What follows belongs to an exercise in optimizing a design on an open flow for small area, a short achievable clock period and few clock cycles; a production flow would make more cautious choices. Only simulation tests tie the RTL to the original design; equivalence was not proved. Power and IR drop assume default switching activity.

## mbcore
module mbcore (
    input  wire        clk,
    input  wire        rst,           
    input  wire        req_valid,
    input  wire        req_write,
    input  wire        req_wide,      
    input  wire [23:0] req_addr,
    input  wire [31:0] req_wdata,
    output wire        rsp_valid,
    output wire [31:0] rsp_rdata,
    output wire        rsp_err
);
    localparam [2:0] ST_OK       = 3'd0;
    localparam [2:0] ST_MALFORM  = 3'd1;
    localparam [2:0] ST_ENC_OVF  = 3'd2;
    localparam [2:0] ST_SHORT    = 3'd3;
    localparam [2:0] ST_ILL_CMD  = 3'd4;
    localparam [2:0] ST_ILL_OPND = 3'd5;
    localparam [7:0] OP_WFB   = 8'h01;
    localparam [7:0] OP_BFW   = 8'h02;
    localparam [7:0] OP_PACK  = 8'h08;
    localparam [7:0] OP_UNPK  = 8'h09;
    localparam [7:0] OP_UNPKS = 8'h0A;
    localparam [7:0] OP_DEC   = 8'h10;
    localparam [7:0] OP_ENC   = 8'h11;
    localparam [7:0] OP_VAL   = 8'h18;
    localparam [7:0] OP_EXB   = 8'h19;
    localparam [31:0] ID_VALUE  = 32'h4D420001;
    localparam [31:0] CFG_VALUE = 32'h00000003;
    localparam [1:0] RG_REG = 2'd0;
    localparam [1:0] RG_IN  = 2'd1;
    localparam [1:0] RG_OUT = 2'd2;
    reg [31:0] cw, a, b, hin0, hin1, in_len;
    reg [2:0]  st;
    reg [7:0]  out_len;            
    localparam [2:0] R_ZERO = 3'd0, R_WFB = 3'd1, R_BFW = 3'd2, R_LEN = 3'd3,
                     R_LEN8 = 3'd4, R_VAL = 3'd5, R_EXB = 3'd6;
  ...
Size in the first run: about 8500 cells after synthesis, about 95 I/O pins.
clock: 10.0 ns
lec_check: 0
cap_margin: 30
core_margin: 2
core_utilization: 40
cts_buf_list: sky130_fd_sc_hd__clkbuf_8
cts_cluster_diameter: 60
cts_cluster_size: 15
setup_slack_margin: 4.8
slew_margin: 30
tns_end_percent: 10
standard.sh (not shown) runs the stock make flow with config.mk's settings and CLKGATE_MAP_FILE= SYNTH_SCRIPT=/design/flow/synth_recipe.tcl, a recipe that flattens the netlist after the stock synthesis.
==> flow/flow/run.sh <==
#!/bin/bash
# The standard layout (bash standard.sh), with three changes to how it is made:
# - the port buffers are buf_4 (the default pick, clkdlybuf4s50_1, is a slow delay cell);
# - timing repair does not clone gates (clones have left max-slew violations);
# - after global routing, repair_design runs once more to fix any max-slew or
#   max-capacitance violation that timing repair left (flow/post_grt.tcl).
set -euo pipefail
export BUFFER_PORTS_ARGS="-buffer_cell sky130_fd_sc_hd__buf_4"
export SKIP_GATE_CLONING=1
export POST_GLOBAL_ROUTE_TCL="$PWD/flow/post_grt.tcl"
bash standard.sh > standard_flow.log 2>&1
==> flow/flow/post_grt.tcl <==
# After global routing's timing repair: fix any max-slew / max-capacitance
# violation that repair left, then legalise and reroute the nets it touched.
puts "post_grt: repair_design after timing repair"
estimate_parasitics -global_routing
repair_design -slew_margin 30 -cap_margin 30 -verbose
global_route -start_incremental
detailed_placement
global_route -end_incremental
estimate_parasitics -global_routing
report_check_types -max_slew -max_capacitance -violators
Testbench counts at the start, summed over its fixed seeds: cycles 16,227.
Next try:
--- a/flow/design.v
+++ b/flow/design.v
@@ -126,34 +126,20 @@
     wire [7:0]  nx_fc  = (acc_reg && (acc_idx == 5'd4)) ? acc_dat[7:0] : hin1[7:0];
     wire [7:0]  nx_n   = nx_len[7:0];
     wire        nx_big = (nx_len[31:8] != 24'd0) || (nx_len[7] && (nx_len[6:0] != 7'd0));
     wire        nx_multi = (nx_fc == 8'h0F) || (nx_fc == 8'h10);
     wire        nx_sup   = (nx_fc == 8'h01) || (nx_fc == 8'h02) || (nx_fc == 8'h03) || (nx_fc == 8'h04) ||
                            (nx_fc == 8'h05) || (nx_fc == 8'h06) || nx_multi;
-    wire [127:0] pk_badb;                 
-    reg  [32:0]  pk_pre;                  
-    reg  [127:0] pk_tab;                  
-    genvar gb;
-    generate
-        for (gb = 0; gb < 128; gb = gb + 1) begin : g_badb
-            assign pk_badb[gb] = (in_w[gb / 4][31 - 8 * (gb % 4) -: 7] != 7'd0);
-        end
-    endgenerate
+    reg  pack_bad;
     integer k;
     always @(*) begin
-        pk_pre[0] = 1'b0;
-        for (k = 0; k < 32; k = k + 1)
-            pk_pre[k + 1] = pk_pre[k] | (|pk_badb[4 * k +: 4]);
-        for (k = 0; k < 32; k = k + 1) begin
-            pk_tab[4 * k]     = pk_pre[k];
-            pk_tab[4 * k + 1] = pk_pre[k] | pk_badb[4 * k];
-            pk_tab[4 * k + 2] = pk_pre[k] | pk_badb[4 * k] | pk_badb[4 * k + 1];
-            pk_tab[4 * k + 3] = pk_pre[k] | pk_badb[4 * k] | pk_badb[4 * k + 1] | pk_badb[4 * k + 2];
-        end
+        pack_bad = 1'b0;
+        for (k = 0; k < 128; k = k + 1)
+            if ((k < nx_n) && (in_w[k / 4][31 - 8 * (k % 4) -: 7] != 7'd0))
+                pack_bad = 1'b1;
     end
-    wire pack_bad = nx_n[7] ? pk_pre[32] : pk_tab[nx_n[6:0]];
     reg q_big, q_pack_bad, q_dec_bad, q_unpks_big, q_enc_big, q_vshort, q_fc7;
     always @(posedge clk) begin
         fresh_q     <= !acc_in && !rst;
         q_big       <= nx_big;
         q_pack_bad  <= pack_bad;
         q_dec_bad   <= (nx_n < 8'd8) || ({9'd0, nx_n} < {1'b0, in_w[1][31:16]} + 17'd6);
=> Synthesized area hardly moves. Total power is about the same. Global-route usage grows by 0.18 points. Utilization grows by 0.16 points. First-iteration DRC count shrinks by 1.3%. Via count barely changes. Non-clock buffer count grows by 28. Final area grows by 0.35%. Cell count grows by 0.94%. Worst setup slack degrades by 0.13 ns. Wire length grows by 0.45%. Sequential power stays flat. Combinational power grows by about 4%.
Testbench counts after the change, summed over its fixed seeds: cycles 16,227.

[afterwards: timing with drivers on the ports]
The results above use ideal ports. As a check the final layouts listed here were re-extracted and re-timed, cells and wires unchanged.
Step 1, drivers: a clkbuf_16 drives clk and a buf_2 each remaining input, both assumed.
Step 2 also shifts input and output timing later by t, the mid clock arrival at the registers, as if the neighbouring blocks saw the same clock.
Three values: ideal, step 1, step 2; two values: the first two.
| run | t, ns | setup slack, ns | worst setup path at the end | slew at the worst register clock pin (ns) | worst data-port slew with drivers (ns) |
|---|---|---|---|---|---|
| the first run | 1.171 | 4.601 / 4.427 / 3.459 | input to register | 0.11 / 0.11 | 0.24 |
| the second run | 1.137 | 4.474 / 4.474 / 3.544 | input to register | 0.11 / 0.11 | 0.13 |
After both steps every run listed still meets setup and hold. The setup slack of the first run, which loses most, moves by -0.174 ns with the drivers and by -1.142 ns with both steps.
